Background: an optimization exercise with open tools, aiming at small area, a short achievable clock period and few clock cycles per item. Do not read the settings as production practice. Function was checked by simulation only, so behaviour that the tests miss may differ from the original. No activity file was given, so power comes from the tool's default toggle rates.

[design/flow/run.sh]
#!/bin/bash
# synth_recipe.tcl (not shown) runs the flow's synth.tcl, then flattens the netlist and writes it again
# the make line also repeats each setting of config.mk as NAME=value (left out here)
make -C /OpenROAD-flow-scripts/flow DESIGN_CONFIG=/design/flow/config.mk WORK_HOME=/design/flow/orfs CLKGATE_MAP_FILE= SYNTH_SCRIPT=/design/flow/synth_recipe.tcl finish
[design/flow/config.mk]
export PLATFORM = sky130hd
export DESIGN_NAME = pvga_draw
export DESIGN_NICKNAME = pvga_draw
export VERILOG_FILES = /design/flow/design.v
export SDC_FILE = /design/flow/constraint.sdc
export NUM_CORES = 4
export LEC_CHECK = 0
export CAP_MARGIN = 20
export CORE_MARGIN = 2
export CORE_UTILIZATION = 40
export SLEW_MARGIN = 20
[design/flow/constraint.sdc]
create_clock -name core_clock -period 12.0 [get_ports {clk}]
set_input_delay 2.4000 -clock core_clock [delete_from_list [all_inputs] [get_ports {clk}]]
set_output_delay 2.4000 -clock core_clock [all_outputs]
set_load 0.01 [all_outputs]
[design/flow/design.v]
module pvga_draw (
    input  wire        clk,
    input  wire        rst,           
    input  wire        cmd_we,        
    input  wire [31:0] cmd_a,
    input  wire [31:0] cmd_b,
    input  wire [31:0] fb_base,
    input  wire [2:0]  err_clr,       
    output reg         busy,
    output reg         err_busy,
    output reg         err_op,
    output reg         err_coord,
    output reg         mem_req,
    output reg         mem_we,
    output wire [31:0] mem_addr,
    output wire [31:0] mem_wdata,
    input  wire        mem_gnt,
    input  wire        mem_rvalid,
    input  wire [31:0] mem_rdata
);
    localparam [2:0] P_IDLE = 3'd0, P_S1 = 3'd1, P_S2 = 3'd2, P_S3 = 3'd3,
                     P_A = 3'd4,     
                     P_B = 3'd5,     
                     P_C = 3'd6,     
                     P_M = 3'd7;     
    wire [3:0]         a_op = cmd_a[31:28];
    wire signed [11:0] a_xa = cmd_a[11:0];
    wire signed [11:0] a_ya = cmd_a[23:12];
    wire signed [11:0] a_yb = cmd_b[23:12];
    wire a_is_draw = (a_op >= 4'd1) && (a_op <= 4'd4);
    wire a_is_rsvd = (a_op >= 4'h7);
    wire a_x_ok  = (a_xa >= 0) && (a_xa < 640);
    wire a_ya_ok = (a_ya >= 0) && (a_ya < 480);
    wire a_yb_ok = (a_yb >= 0) && (a_yb < 480);
    wire a_coord_ok = (a_op == 4'd1) ? (a_x_ok && a_ya_ok) :
                      (a_op == 4'd4) ? (a_x_ok && a_ya_ok && a_yb_ok) : 1'b1;
    wire accept = cmd_we && a_is_draw && !busy && a_coord_ok;
    reg [2:0]  ph;
    reg        t_hl, t_vl, t_fill;    
    reg [2:0]  col;
    reg [11:0] rx1, rx2;      
    reg [11:0] ry1;           
    reg [8:0]  ry2;           
    reg [5:0]  cnth;          
    reg [7:0]  stride;        
    reg        multi;         
    reg        wrap;          
    reg        at0;           
    reg        wv;            
    reg        nxd;           
    reg [29:0] addr;          
    reg [31:0] wbuf;
    assign mem_addr  = {addr, 2'b00};
    assign mem_wdata = wbuf;
    wire [14:0] cnt = {cnth, ry2};
    wire [5:0]  q1 = rx1[9:4];
    wire [3:0]  r1 = rx1[3:0];
    wire [5:0]  q2 = rx2[9:4];
    wire [3:0]  r2 = rx2[3:0];
    wire [8:0]  y1 = ry1[8:0];
    function [9:0] clamp_x(input [11:0] v);
        if (v[11])                  clamp_x = 10'd0;
        else if (v[10:0] > 11'd639) clamp_x = 10'd639;
        else                        clamp_x = v[9:0];
    endfunction
    function [8:0] clamp_y(input [11:0] v);
        if (v[11])                  clamp_y = 9'd0;
        else if (v[10:0] > 11'd479) clamp_y = 9'd479;
        else                        clamp_y = v[8:0];
    endfunction
    wire signed [11:0] sxa = rx1;
    wire signed [11:0] sxb = rx2;
    wire [9:0] cxa = clamp_x(rx1);
    wire [9:0] cxb = clamp_x(rx2);
    wire       swap  = sxa > sxb;
    wire [9:0] x1c = (t_hl && swap) ? cxb : cxa;
    wire [9:0] x2c = !t_hl ? cxa : (swap ? cxa : cxb);
    wire       yswap = t_vl && (ry2 < ry1[8:0]);
    wire [8:0] ydiff = yswap ? (ry1[8:0] - ry2) : (ry2 - ry1[8:0]);
    wire [5:0] qa = rx1[9:0] / 10;
    wire [3:0] ra = rx1[9:0] % 10;
    wire [5:0] qb = rx2[9:0] / 10;
    wire [3:0] rb = rx2[9:0] % 10;
    wire [6:0] hspan = {1'b0, q2} - {1'b0, q1};       
    wire       s3_multi = t_hl && (q1 != q2);
    wire       j1z = (y1 == 9'd0) && (q1 == 6'd0);
    wire       s3_mids = s3_multi && (hspan[5:1] != 5'd0);
    wire       row0 = at0 && !wv;
    wire       mfull = (ph == P_S3);
    wire [3:0] m_lo = (multi && row0)  ? 4'd0 : r1;
    wire [3:0] m_hi = (multi && !row0) ? 4'd9 : r2;
    reg  [31:0] merged;
    integer s;
    always @(*) begin
        merged = {mem_rdata[31:30] & {2{!mfull}}, mem_rdata[29:0]};
        for (s = 0; s < 10; s = s + 1)
            if (mfull || ((s[3:0] >= m_lo) && (s[3:0] <= m_hi)))
                merged[3*s +: 3] = col;
    end
    wire go     = mem_req && mem_gnt;
    wire wr_go  = (ph == P_C) && go;
    wire cap    = mem_rvalid && (!wv || wr_go);
    wire drop   = mem_rvalid && wv && !wr_go;
    wire cnt_nz  = (cnt != 15'd0);
    wire cnt_ge2 = (cnt[14:1] != 14'd0);
    wire cnt_one = (cnt == 15'd1);
    wire more    = t_hl ? (multi && at0) : cnt_nz;
    reg [2:0] nph;       
    reg       ndone;     
    reg [2:0] dsel;      
    always @(*) begin
        nph = ph; ndone = 1'b0; dsel = 3'd0;
        case (ph)
            P_A: if (more) begin nph = P_B; dsel = 3'd1; end
                 else      begin nph = P_C; dsel = 3'd0; end
            P_B: begin nph = P_C; dsel = 3'd2; end
            P_C: begin
                if (!more)                  ndone = 1'b1;
                else if (nxd)               begin nph = P_A; dsel = 3'd1; end
                else if (!t_hl && cnt_ge2)  begin nph = P_B; dsel = 3'd3; end
                else                        begin nph = P_C; dsel = 3'd1; end
            end
            P_M: begin
                dsel = 3'd4;
                if (cnt_one) begin
                    if (t_fill) ndone = 1'b1;
                    else        nph = P_A;
                end
            end
            default: ;
        endcase
    end
    reg [10:0] dlo;
    reg        dneg;
    always @(*) begin
        case (dsel)
            3'd1:    begin dlo = {{3{stride[7]}}, stride};        dneg = stride[7];  end
            3'd2:    begin dlo = ~{{3{stride[7]}}, stride};       dneg = !stride[7]; end
            3'd3:    begin dlo = {{2{stride[7]}}, stride, 1'b0};  dneg = stride[7];  end
            3'd4:    begin dlo = 11'd1;                           dneg = 1'b0;       end
            default: begin dlo = 11'd0;                           dneg = 1'b0;       end
        endcase
    end
    wire rmw_move = (dsel != 3'd0) && (dsel != 3'd4);
    wire fix = wrap && rmw_move && (t_hl || at0);
    reg [15:0] delta;
    reg        cin;
    always @(*) begin
        cin = 1'b0;
        case (ph)
            P_S1: delta = 16'hFFFF;                                    
            P_S2: delta = t_fill ? 16'd0 : {1'b0, y1, 6'd0};           
            P_S3: begin                                                
                cin   = t_fill || s3_multi;
                delta = t_fill ? 16'd0 : ((j1z && !s3_multi) ? 16'd30720 : {10'd0, q1});
            end
            default: begin
                cin = (dsel == 3'd2);
                if (!fix)      delta = {{5{dneg}}, dlo};
                else if (dneg) delta = {5'b01110, dlo};
                else           delta = {5'b10001, dlo};
            end
        endcase
    end
    wire [29:0] opb = {{14{delta[15]}}, delta};
    reg  [29:0] kg, kp, kgn, kpn;
    integer i, l;
    always @(*) begin
        kg = addr & opb;
        kp = addr ^ opb;
        kg[0] = kg[0] | (kp[0] & cin);
        for (l = 1; l < 32; l = l * 2) begin
            kgn = kg; kpn = kp;
            for (i = l; i < 30; i = i + 1) begin
                kgn[i] = kg[i] | (kp[i] & kg[i-l]);
                kpn[i] = kp[i] & kp[i-l];
            end
            kg = kgn; kp = kpn;
        end
    end
    wire [29:0] addr_nx = (addr ^ opb) ^ {kg[28:0], cin};
    always @(posedge clk) begin
        if (rst) begin
            ph        <= P_IDLE;
            busy      <= 1'b0;
            err_busy  <= 1'b0;
            err_op    <= 1'b0;
            err_coord <= 1'b0;
            mem_req   <= 1'b0;
            mem_we    <= 1'b0;
        end else begin
            if (err_clr[0]) err_busy  <= 1'b0;
            if (err_clr[1]) err_op    <= 1'b0;
            if (err_clr[2]) err_coord <= 1'b0;
            if (cmd_we) begin
                if (a_is_rsvd) err_op <= 1'b1;
                else if (a_is_draw) begin
                    if (busy) err_busy <= 1'b1;
                    else if (!a_coord_ok) err_coord <= 1'b1;
                end
            end
            case (ph)
                P_IDLE: if (accept) begin
                    busy <= 1'b1;
                    ph   <= P_S1;
                end
                P_S1: ph <= P_S2;
                P_S2: ph <= P_S3;
                P_S3: begin
                    mem_req <= 1'b1;
                    if (t_fill || s3_mids) begin
                        ph     <= P_M;
                        mem_we <= 1'b1;
                    end else begin
                        ph     <= P_A;
                        mem_we <= 1'b0;
                    end
                end
                default: begin
                    if (go) begin
                        if (ndone) begin
                            ph      <= P_IDLE;
                            busy    <= 1'b0;
                            mem_req <= 1'b0;
                            mem_we  <= 1'b0;
                        end else begin
                            ph      <= nph;
                            mem_we  <= (nph == P_C) || (nph == P_M);
                            mem_req <= (nph != P_C) || cap || (wv && !wr_go);
                        end
                    end else if (ph == P_C) begin
                        mem_req <= cap || wv;
                    end
                end
            endcase
        end
    end
    always @(posedge clk) begin
        if (!busy) begin
            rx1    <= cmd_a[11:0];
            ry1    <= cmd_a[23:12];
            rx2    <= cmd_b[11:0];
            ry2    <= cmd_b[20:12];
            col    <= cmd_a[27:25];
            t_hl   <= (cmd_a[31:28] == 4'd3);
            t_vl   <= (cmd_a[31:28] == 4'd4);
            t_fill <= (cmd_a[31:28] == 4'd2);
            addr   <= fb_base[31:2];
        end else begin
            if (ph == P_S1 || ph == P_S2 || ph == P_S3 || go)
                addr <= addr_nx;
        end
        case (ph)
            P_S1: begin
                rx1  <= {2'b00, x1c};
                rx2  <= {2'b00, x2c};
                ry1  <= {3'b000, (t_hl || !yswap) ? clamp_y(ry1) : ry2};
                ry2  <= t_vl ? ydiff : 9'd0;
                cnth <= t_fill ? 6'd60 : 6'd0;       
            end
            P_S2: begin
                rx1 <= {2'b00, qa, ra};
                rx2 <= {2'b00, qb, rb};
            end
            P_S3: begin
                stride <= t_hl ? (~{1'b0, hspan} + 8'd1) : 8'd64;
                multi  <= s3_multi;
                if (t_hl) ry2 <= {3'd0, hspan[5:0] - 6'd1};
                wrap   <= j1z && !t_fill;
                at0    <= 1'b1;
                wv     <= 1'b0;
                nxd    <= 1'b0;
                wbuf   <= merged;                    
            end
            default: begin
                if (cap) wbuf <= merged;
                wv <= cap || (wv && !wr_go);
                if (wr_go && more) at0 <= 1'b0;
                if (drop) nxd <= 1'b1;
                if (go && nph == P_A && !ndone) nxd <= 1'b0;
                if (go && ((ph == P_C && !t_hl) || ph == P_M)) begin
                    ry2  <= cnt[8:0] - 9'd1;
                    cnth <= cnt[14:9] - {5'd0, (cnt[8:0] == 9'd0)};
                end
            end
        endcase
    end
endmodule
==> impl_metrics.tcl, run 1 <==
set metrics [dict create \
    outcome "no timing/DRC/antenna violations" \
    post_cts_hold_buffer_count 0 \
    cellInternalPower_mw 2.53 \
    number_of_post_cts_setup_repair_buffers 0 \
    finalWirelength_mm 42.0 \
    power.sequential.fraction_pct 18.7 \
    rsz0062_at_grt "no" \
    p_sw_mw 2.55 \
    cp-start-kind "flop" \
    setup_violations 0 \
    ys_async_sr_fraction_pct 0 \
    dieArea_um2 34000 \
    num_rows 66 \
    layout-drive-gt1-share_pct 10.3 \
    io_pins 206 \
    timing_worst_slew_pin_value_ps 1040 \
    grt_first_pass_wirelength_mm 65.0 \
    synth_area_um2 13000 \
    tritoncts "yes" \
    die_w_um 184 \
    vias_in_the_first_global_route 11900 \
    wire_per_inst_um 20.0 \
    timing.max_slew.rel_slack_pct 30.3 \
    post_synth_inst_count 1490 \
    number_of_drc_violations_after_detailed_routing_iteration_0 816 \
    most-common-layout-cells "clkdlybuf4s50_1 (192), nor2_1 (135), a21oi_1 (127)" \
    endpoint_kind "flop" \
    worstPathMaxFanout 24 \
    synth-warning-count 1 \
    drtPass1Iterations 5 \
    pin_count_of_the_biggest_net_entering_global_routing 57 \
    worst-endpoint-arrival_ps 6820 \
    peakVddDrop_mv 0.181 \
    dp_hpwl_mm 31.5 \
    synth-edff-count 120 \
    layout-area-overhead-vs-synth_pct 22.3 \
    clock_power_share_pct 11.3 \
    synthesis.area_per_instance_um2 8.74 \
    yosys_most_used_dff "edfxtp_1" \
    htree_num_levels 4 \
    combPwrFrac_pct 70.0 \
    detailroute.via_count 12500 \
    die_y_um 184 \
    cts_root_buf "clkbuf_16" \
    floorplan.core_area_um2 32300 \
    finished_layout_cells 2099 \
    grt_remaining_overflow 0 \
    report.final.slew_viol_count 0 \
    cts-resized-gates 0 \
    skew_ps 8.11 \
    cts_buffer_depth 2 \
    placedCellCount 2067 \
    clock_insertion_delay_worst_skew_ps 440 \
    power.leakage_nw 6.00 \
    grt_total_usage_pct 24.5 \
    antenna-diode-count 0 \
    cp.required_ps 12200 \
    avgViaCountPerCell 5.93 \
    layout_commonest_cell "clkdlybuf4s50_1" \
    io_buffers 192 \
    grt_antenna_before_repair 0 \
    clock_pin_slew_reported_for_the_worst_setup_and_hold_paths_after_clock_tree_synthesis_ps 70 \
    fin_crit_sh_pct 55.2 \
    yosys.cell_types.count 113 \
    timing.max_cap.violations 0 \
    finish.net_count 1855 \
    initial_utilization_pct 40.3 \
    timing.final.hold_violations 0 \
    min-delay-path-class "reg2reg" \
    synth-seq-area-share_pct 30.9 \
    ys_ff_latch 141 \
    crit_type "reg2reg" \
    drt_drc_violations_left 0 \
    power-per-cell-area_nw_per_um2 319 \
    totalNegativeSetupSlack_ps 0 \
    achievable_clock_frequency_mhz 151 \
    cts_buf_count 17 \
    power.switching_fraction_pct 50.2 \
    final_antenna_net_count 0 \
    min_period_ps 6620 \
    cts_num_sinks 141 \
    globalplace.congestion 0.909 \
]
## cell type report
cell class / count / area (um2)
Clock buffer: 19 / 433
Timing Repair Buffer: 214 / 2090
Multi-Input combinational cell: 1194 / 8350
Sequential cell: 141 / 4030
Fill cell: 3065 / 16400
Tap cell: 442 / 553
Clock inverter: 13 / 188
Inverter: 76 / 288
## metrics by stage
stage | utilization [%] | setup slack [ps] | hold slack [ps] | power (mW) | area [um2]
floorplan | - | 6730 | 464 | 3.58 | 13000
global placement | 47.4 | 5510 | 470 | 4.43 | 15300
detailed placement | 47.4 | 5540 | 475 | 4.46 | 15300
CTS | 49.3 | 5490 | 491 | 5.06 | 15900
global route | 49.3 | 4970 | 516 | 5.49 | 15900
finish | 49.3 | 5380 | 483 | 5.09 | 15900
## power groups by stage
stage / logic [mW] / clock network [mW] / registers (mW)
finish: 3.56 / 0.577 / 0.950
global route: 3.91 / 0.603 / 0.974
CTS: 3.53 / 0.583 / 0.946
detailed placement: 3.50 / 0 / 0.954
global placement: 3.48 / 0 / 0.952
floorplan: 2.74 / 0 / 0.839
## kinds of logic (layout without fill, tap and decap cells)
kind of cell	count (synthesis)	after routing	share of synthesized area (%)
buffers and inverters	156	322	5.04
XOR/XNOR	65	65	4.43
adder cells (fa/ha/maj)	80	80	7.91
multiplexers	101	101	8.39
flip-flops	141	141	30.9
AND/OR/NAND/NOR	474	474	19.1
AO/OA/AOI/OAI	472	472	24.2
other	1	2	0.0288
## critical path: stages (launching register included)
cell,delay (ps)
dfxtp_1,880
inv_1,420
nor2_1,570
nand2_1,590
nor2_1,620
nand2_1,130
a21oi_1,210
ha_1,300
a21oi_1,220
nor2_1,70
nor2_1,130
o211ai_1,100
a221o_1,350
a221o_1,390
a21oi_1,200
o21ai_0,140
a31o_2,280
a31o_2,240
a21oi_1,170
xnor2_1,80
mux2_2,260
## sequential cells by signal, summed over array words and instances (netlist names), 3 cells and up
name    flops
addr       30
cnth        6
col         3
ph          3
rx1        12
rx2        12
ry1        12
ry2         9
stride      8
wbuf       32
## cell usage after synthesis, types with 36 or more instances
master / count / area [um2]
nor2_1: 135 / 507
o21ai_0: 100 / 500
clkbuf_1: 44 / 165
ha_1: 70 / 876
nor3_1: 38 / 190
inv_1: 71 / 267
edfxtp_1: 120 / 3600
mux2_2: 65 / 732
a21oi_1: 127 / 636
xnor2_1: 49 / 429
mux2i_1: 36 / 360
nand2_1: 108 / 405
## metal layers
metal  wire length [um]  global-route usage (%)  vias up
met1              18100                    32.2     5967
met5                  0                       0        -
li1                   -                       -     5938
met4               1460                    10.6        0
met3               2530                    3.91       84
met2              20000                    39.7      464
## worst paths after layout
path,start,end,slack [ps],depth (start not counted)
max,ph[1]$_SDFFE_PP0P_,addr[29]$_DFFE_PP_,5380,20
min,err_op$_SDFF_PP0_,err_op$_SDFF_PP0_,480,2
max reg2reg,ph[1]$_SDFFE_PP0P_,addr[29]$_DFFE_PP_,5380,20
min reg2reg,err_op$_SDFF_PP0_,err_op$_SDFF_PP0_,480,2
Testbench counts, summed over its fixed seeds: cycles 63,265, items 2,000.
==> run 2, diff against run 1 <==
--- a/design/flow/config.mk
+++ b/design/flow/config.mk
@@ -5,6 +5,7 @@
 export SDC_FILE = /design/flow/constraint.sdc
 export NUM_CORES = 4
 export LEC_CHECK = 0
+export ABC_AREA = 1
 export CAP_MARGIN = 20
 export CORE_MARGIN = 2
 export CORE_UTILIZATION = 40
==> run 2 against run 1 <==
  * Core utilization is 1.0 points higher
  * Synthesized cell count grew 14%
  * Synthesized area is 4.0% lower
  * Clock skew is 8.2 ps higher
  * Setup slack improved by 140 ps
  * Count of clock-buffer cells in the layout fell by 2
  * Die area is 3.9% lower
  * Sequential share of layout area up 0.77 points
  * First-iteration DRC count grew 28%
  * Non-clock buffer count down 9
  * Sequential cell count stayed put
  * Critical path type unchanged
  * Highest routed layer unchanged
==> impl_metrics.tcl, run 2 <==
set metrics [dict create \
    number_of_post_cts_setup_repair_buffers 0 \
    biggestRegsByFlops "wbuf (32), addr (30)" \
    grt_total_usage_pct 22.4 \
    grt_remaining_overflow 0 \
    post_cts_hold_buffer_count 0 \
    die_w_um 181 \
    floorplan.core_area_um2 30700 \
    r2r_setup_slack_ps 5520 \
    routed.top_layer "met4" \
    synth_commonest_cells "nand2_1 (419), inv_1 (227), o21ai_0 (121)" \
    timing.max_slew.rel_slack_pct 42.2 \
    largest_register_ff_count 32 \
    cp-start-kind "flop" \
    achievable_clock_frequency_mhz 154 \
    most-common-layout-cells "nand2_1 (419), inv_1 (227), clkdlybuf4s50_1 (192)" \
    timing.critical_path.slowest_cell_delay_ps 560 \
    synth_largest_area_cell "edfxtp_1" \
    m1WireLength_mm 17.0 \
    htree_num_levels 4 \
    cts_buffer_depth 2 \
    synth-warning-count 1 \
    endpoint_kind "flop" \
    dieArea_um2 32700 \
    cts_root_buf "clkbuf_16" \
    worst-r2r-cell-count 37 \
    setup_violations 0 \
    layout-area-overhead-vs-synth_pct 23.6 \
    cts-resized-gates 0 \
    synthesis.area_per_instance_um2 7.36 \
    cp.required_ps 12160 \
    met3_wirelength_mm 2.10 \
    ys_ff_latch 141 \
    synth_area_um2 12500 \
    skew_ps 16.3 \
    tritoncts "yes" \
    min-delay-path-class "reg2reg" \
    min-delay-start "err_coord$_SDFF_PP0_" \
    finish.net_count 2094 \
    timing.final.hold_violations 0 \
    detailroute.via_count 12100 \
    synth-edff-count 120 \
    worstPathMaxFanout 8 \
    num_rows 64 \
    fin_crit_sh_pct 54.0 \
    avgViaCountPerCell 5.26 \
    synth_top_area_share_pct 28.8 \
    power-per-cell-area_nw_per_um2 211 \
    wire_per_inst_um 16.3 \
    finalWirelength_mm 37.3 \
    pin_count_of_the_biggest_net_entering_global_routing 51 \
    timing_worst_slew_pin_value_ps 865 \
    grt_antenna_before_repair 1 \
    layout-drive-gt1-share_pct 9.18 \
    regMostFlops "wbuf" \
    yosys.cell_types.count 61 \
    cts_buf_count 17 \
    synth-seq-area-share_pct 32.2 \
    clock_insertion_delay_worst_skew_ps 430 \
    critical_path.most_common_cell "nand2_1" \
    dp_hpwl_mm 29.0 \
    reg_to_reg_critical_path_endpoint "addr[27]$_DFFE_PP_" \
    timing.max_cap.violations 0 \
    cts_num_sinks 141 \
    globalplace.congestion 0.901 \
    peakVddDrop_mv 0.114 \
    initial_utilization_pct 40.8 \
    crit-reg2reg-launch "cnth[2]$_DFFE_PP_" \
    fillCellCount 3037 \
    antenna-diode-count 0 \
    min_period_ps 6480 \
    die_y_um 181 \
    report.final.slew_viol_count 0 \
    register_area_um2 4020 \
    instance_count_along_the_most_critical_hold_path 2 \
    multi_input_comb_area_um2 7360 \
    yosys_most_used_dff "edfxtp_1" \
    wl_met2_mm 17.6 \
    post_synth_inst_count 1698 \
    worst-endpoint-arrival_ps 6640 \
    power.leakage_nw 6.92 \
    rsz0062_at_grt "no" \
    outcome "no timing/DRC/antenna violations" \
    io_pins 206 \
    synth.top_cells.by_area "edfxtp_1 (29%), nand2_1 (13%), ha_1 (7.0%)" \
    synth_most_common_cell "nand2_1" \
    layout_commonest_cell "nand2_1" \
    number_of_drc_violations_after_detailed_routing_iteration_0 1042 \
    clock_pin_slew_reported_for_the_worst_setup_and_hold_paths_after_clock_tree_synthesis_ps 70 \
    drtPass1Iterations 6 \
    vias_in_the_first_global_route 11300 \
    crit_slowest_cell "nor4_1" \
    io_buffers 192 \
    totalNegativeSetupSlack_ps 0 \
    grt_first_pass_wirelength_mm 59.0 \
    drt_drc_violations_left 0 \
    fin_hold_ws_ps 465 \
    ys_async_sr_fraction_pct 0 \
    crit_type "reg2reg" \
    final_antenna_net_count 0 \
    hold_end "err_coord$_SDFF_PP0_" \
]
run 2: cell types whose count changed after synthesis, moves of 21 or more:
cell | before | now
a211oi_1 | 21 | 0
nand2_1 | 108 | 419
nand3_1 | 35 | 98
mux2_2 | 65 | 30
nand4_1 | 18 | 39
mux2i_1 | 36 | 0
xnor2_1 | 49 | 25
nand2_2 | 0 | 22
o21ai_0 | 100 | 121
inv_1 | 71 | 227
run 2: final cells by class:
| class | count | share of cell area (%) |
|---|---|---|
| Tap cell | 396 | 3.21 |
| Timing Repair Buffer | 205 | 13.1 |
| Clock inverter | 15 | 1.13 |
| Multi-Input combinational cell | 1267 | 47.6 |
| Inverter | 251 | 6.16 |
| Sequential cell | 141 | 26.0 |
| Clock buffer | 17 | 2.75 |
run 2: stage by stage:
step / total power [mW] / worst slack, ps / instance area (um2) / utilization [%] / instances
after global routing: 3.58 / 4950 / 15500 / 50.4 / 2292
after global placement: 2.67 / 5730 / 14800 / 48.4 / 2259
after CTS: 3.28 / 5580 / 15400 / 50.3 / 2291
final: 3.27 / 5520 / 15500 / 50.4 / 2292
after floorplan: 2.30 / 6390 / 12500 / - / 1699
after detailed placement: 2.70 / 5630 / 14800 / 48.4 / 2259
run 2: logic make-up after synthesis:
logic type,after synthesis,synth area share [%]
multiplexers,30,2.70
buffers and inverters,291,9.19
AO/OA/AOI/OAI,311,14.3
AND/OR/NAND/NOR,790,29.7
XOR/XNOR,59,4.13
flip-flops,141,32.2
adder cells (fa/ha/maj),75,7.81
other,1,0.0300
run 2: routing by layer:
metal  vias up  global-route usage (%)
li1       6102                       -
met1      5566                    30.5
met2       363                    37.6
met3        34                    2.94
met4         0                    5.42
met5         -                       0
run 2: worst max-delay path by stage:
stage	from	end	slack, ps
2_1_floorplan	mem_gnt	wbuf[0]$_DFFE_PP_	6390
3_5_place_dp	cnth[2]$_DFFE_PP_	addr[27]$_DFFE_PP_	5630
4_1_cts	cnth[2]$_DFFE_PP_	addr[27]$_DFFE_PP_	5580
5_1_grt	cnth[2]$_DFFE_PP_	addr[27]$_DFFE_PP_	4950
3_3_place_gp	cnth[2]$_DFFE_PP_	addr[27]$_DFFE_PP_	5730
6_report	cnth[2]$_DFFE_PP_	addr[27]$_DFFE_PP_	5520
run 2: worst max-delay path, delay by kind of cell, from the launching register on:
family,cells,cell delay (ps)
and+or+nand+nor,21,2790
AOI/OAI and AO/OA,10,2010
buffers and inverters,4,610
DFF,1,420
adders and majority gates,1,210
xor gates and xnor gates,1,150
run 2: power breakdown:
group	switching (mW)	internal, mW
clock	0.248	0.315
combinational	1.30	0.730
sequential	0.0729	0.601
total	1.62	1.65
==> run 3, diff against run 2 <==
==> design/flow/flow/run.sh (new file) <==
#!/bin/bash
set -euo pipefail
export SETUP_SLACK_MARGIN=8
export TNS_END_PERCENT=100
bash standard.sh > standard_flow.log 2>&1
==> design/flow/standard.sh (new file) <==
#!/bin/bash
# synth_recipe.tcl (not shown) runs the flow's synth.tcl, then flattens the netlist and writes it again
# the make line also repeats each setting of config.mk as NAME=value (left out here)
make -C /OpenROAD-flow-scripts/flow DESIGN_CONFIG=/design/flow/config.mk WORK_HOME=/design/flow/orfs CLKGATE_MAP_FILE= SYNTH_SCRIPT=/design/flow/synth_recipe.tcl "${@:-finish}"
removed: design/flow/run.sh
==> run 3 against run 2 <==
  * Total power grew 26%
  * Synthesized area unchanged
  * Register-to-register slack improved by 1500 ps
  * Die area is the same
  * Sequential share of layout area is 3.2 points lower
  * Sequential cell count did not move
  * Largest power group unchanged
  * Cell count is 5.9% higher
  * Maximum frequency increased by 30%
  * Highest routed layer unchanged
==> impl_metrics.tcl, run 3 <==
set metrics [dict create \
    vias_in_the_first_global_route 12300 \
    timing.max_slew.rel_slack_pct 37.4 \
    initial_utilization_pct 40.8 \
    floorplan.core_area_um2 30700 \
    hold_end "err_coord$_SDFF_PP0_" \
    grt_antenna_before_repair 0 \
    clock_pin_slew_reported_for_the_worst_setup_and_hold_paths_after_clock_tree_synthesis_ps 70 \
    worstPathMaxFanout 17 \
    dpl-instance-area_um2 15000 \
    largest_register_ff_count 32 \
    power-per-cell-area_nw_per_um2 232 \
    wire_per_inst_um 17.3 \
    final_antenna_net_count 0 \
    crit_type "reg2reg" \
    yosys.cell_types.count 61 \
    layout-drive-gt1-share_pct 25.1 \
    pin_count_of_the_biggest_net_entering_global_routing 58 \
    synth_top_area_share_pct 28.8 \
    report.final.slew_viol_count 0 \
    num_rows 64 \
    timing.critical_path.slowest_cell_delay_ps 370 \
    grt_total_usage_pct 24.3 \
    htree_num_levels 4 \
    synth_largest_area_cell "edfxtp_1" \
    drt_drc_violations_left 0 \
    synth-seq-area-share_pct 32.2 \
    grt_first_pass_wirelength_mm 64.2 \
    finish.net_count 2230 \
    grt_remaining_overflow 0 \
    finalInstanceArea_um2 17700 \
    achievable_clock_frequency_mhz 201 \
    synth_area_um2 12500 \
    totalNegativeSetupSlack_ps 0 \
    total_power_mw 4.11 \
    post_cts_hold_buffer_count 0 \
    peakVddDrop_mv 0.140 \
    detailroute.via_count 13000 \
    setup_violations 0 \
    power.leakage_nw 7.83 \
    io_buffers 192 \
    layout-area-overhead-vs-synth_pct 41.5 \
    ys_async_sr_fraction_pct 0 \
    dp_hpwl_mm 29.2 \
    synth-warning-count 1 \
    crit_slowest_cell "edfxtp_1" \
    critical_path.most_common_cell "nand2_2" \
    cts_num_sinks 141 \
    drtPass1Iterations 5 \
    worst-r2r-cell-count 35 \
    cts_buf_count 17 \
    globalplace.congestion 0.909 \
    cp.required_ps 12170 \
    number_of_drc_violations_after_detailed_routing_iteration_0 940 \
    synth_most_common_cell "nand2_1" \
    rsz0062_at_grt "yes" \
    dieArea_um2 32700 \
    r2r_setup_slack_ps 7030 \
    yosys_most_used_dff "edfxtp_1" \
    tritoncts "yes" \
    min-delay-start "err_coord$_SDFF_PP0_" \
    pre_cts_ws_ps 6310 \
    clock_insertion_delay_worst_skew_ps 440 \
    instance_count_along_the_most_critical_hold_path 2 \
    crit-reg2reg-launch "t_hl$_DFFE_PN_" \
    synth.top_cells.by_area "edfxtp_1 (29%), nand2_1 (13%), ha_1 (7.0%)" \
    fillCellCount 2779 \
    finalCoreUtilization_pct 57.7 \
    skew_ps 13.8 \
    avgViaCountPerCell 5.34 \
    regMostFlops "wbuf" \
    cp-start-kind "flop" \
    post_synth_inst_count 1698 \
    reg_to_reg_critical_path_endpoint "addr[22]$_DFFE_PP_" \
    fin_crit_sh_pct 41.4 \
    die_y_um 181 \
    most-common-layout-cells "nand2_1 (344), inv_1 (205), clkdlybuf4s50_1 (187)" \
    synthesis.area_per_instance_um2 7.36 \
    outcome "no timing/DRC/antenna violations" \
    min-delay-path-class "reg2reg" \
    ys_ff_latch 141 \
    timing_worst_slew_pin_value_ps 935 \
    worst-endpoint-arrival_ps 5140 \
    synth_commonest_cells "nand2_1 (419), inv_1 (227), o21ai_0 (121)" \
    die_w_um 181 \
    timing.max_cap.violations 0 \
    min_period_ps 4970 \
    cts_root_buf "clkbuf_16" \
    biggestRegsByFlops "wbuf (32), addr (30)" \
    layout_commonest_cell "nand2_1" \
    layout_setup_ws_ps 7030 \
    cts_buffer_depth 2 \
    endpoint_kind "flop" \
    synth-edff-count 120 \
    timing.final.hold_violations 0 \
    finalWirelength_mm 42.1 \
    antenna-diode-count 0 \
    io_pins 206 \
]
## run 3: cell counts after synthesis
No cell type changed its count.
## run 3: worst max path at each step
stage	slack, ps	startpoint	endpoint
floorplan	7370	ph[2]$_SDFFE_PP0P_	addr[28]$_DFFE_PP_
global placement	6480	ph[2]$_SDFFE_PP0P_	addr[28]$_DFFE_PP_
detailed placement	6310	ph[2]$_SDFFE_PP0P_	addr[28]$_DFFE_PP_
CTS	6930	cnth[2]$_DFFE_PP_	addr[28]$_DFFE_PP_
global route	6720	cnth[4]$_DFFE_PP_	addr[28]$_DFFE_PP_
finish	7030	t_hl$_DFFE_PN_	addr[22]$_DFFE_PP_
## run 3: critical path: cells and delay by family, from the launching register on
kind                     cells  cell delay, ps
AND/OR/NAND/NOR             15            1490
buffers and inverters       11            1320
adder cells (fa/ha/maj)      2             730
AO/OA/AOI/OAI                6             610
flip-flops                   1             370
XOR/XNOR                     1             140
## run 3: per-stage QoR
stage,instances,hold WS (ps)
after floorplan,1699,481
after global placement,2257,453
after detailed placement,2257,463
after CTS,2376,474
after global routing,2428,516
final,2428,475
## run 3: logic make-up after synthesis
logic type	after synthesis	share of synthesized area, %
AND/OR/NAND/NOR	790	29.7
other	1	0.0300
XOR/XNOR	59	4.13
adder cells (fa/ha/maj)	75	7.81
buffers and inverters	291	9.19
multiplexers	30	2.70
AO/OA/AOI/OAI	311	14.3
flip-flops	141	32.2
## run 3: final cells by class
type / count / area, um2 / area share (%)
Clock buffer: 19 / 454 / 2.57
Clock inverter: 13 / 123 / 0.693
Inverter: 251 / 993 / 5.62
Multi-Input combinational cell: 1272 / 8520 / 48.2
Sequential cell: 141 / 4050 / 22.9
Tap cell: 396 / 495 / 2.80
Timing Repair Buffer: 336 / 3060 / 17.3
## run 3: per-layer routing
layer  part of all wire (%)  routed length (um)  GRT usage [%]  vias up
met5                      0                   0              0        -
met4                    2.2                 928           6.71        0
met3                    7.0                2960           5.22       65
met2                     46               19400           39.6      467
met1                     45               18800           32.7     6034
li1                       -                   -              -     6393
## run 3: where the power goes
part           internal (mW)  switching, mW
Clock                  0.303          0.246
Sequential             0.603         0.0722
Combinational           1.16           1.72
## run 3: timing repair
action,CTS,global route
cloned,3,2
buffers inserted,84,50
gates resized for setup,96,151
pin swaps,70,65
setup endpoints to repair,53,61

-- what the ideal ports hide --
Ports are ideal in the flow. The routed layouts listed here were re-timed in OpenROAD.
Step 1 (the two cells are an assumption about what drives the block):
set clk [get_ports {clk}]
set_driving_cell -lib_cell sky130_fd_sc_hd__clkbuf_16 $clk
set_driving_cell -lib_cell sky130_fd_sc_hd__buf_2 [delete_from_list [all_inputs] $clk]
Step 2 moves the port delays by t, midway between the first and last clock arrival at a register: inputs arrive t later, outputs are due t later. That takes back most of the time a late clock gives input paths.
Slacks: ideal / step 1 / step 2; pairs: ideal / step 1.
run	shift t [ns]	setup WS [ns]	worst setup path at the end	slew at the worst register clock pin (ns)
run 1	0.490	5.378 / 5.378 / 5.378	register to register	0.07 / 0.07
run 2	0.473	5.521 / 5.521 / 5.521	register to register	0.08 / 0.08
run 3	0.481	7.029 / 7.029 / 7.029	register to register	0.08 / 0.08
After both steps setup and hold are still met in every run listed.
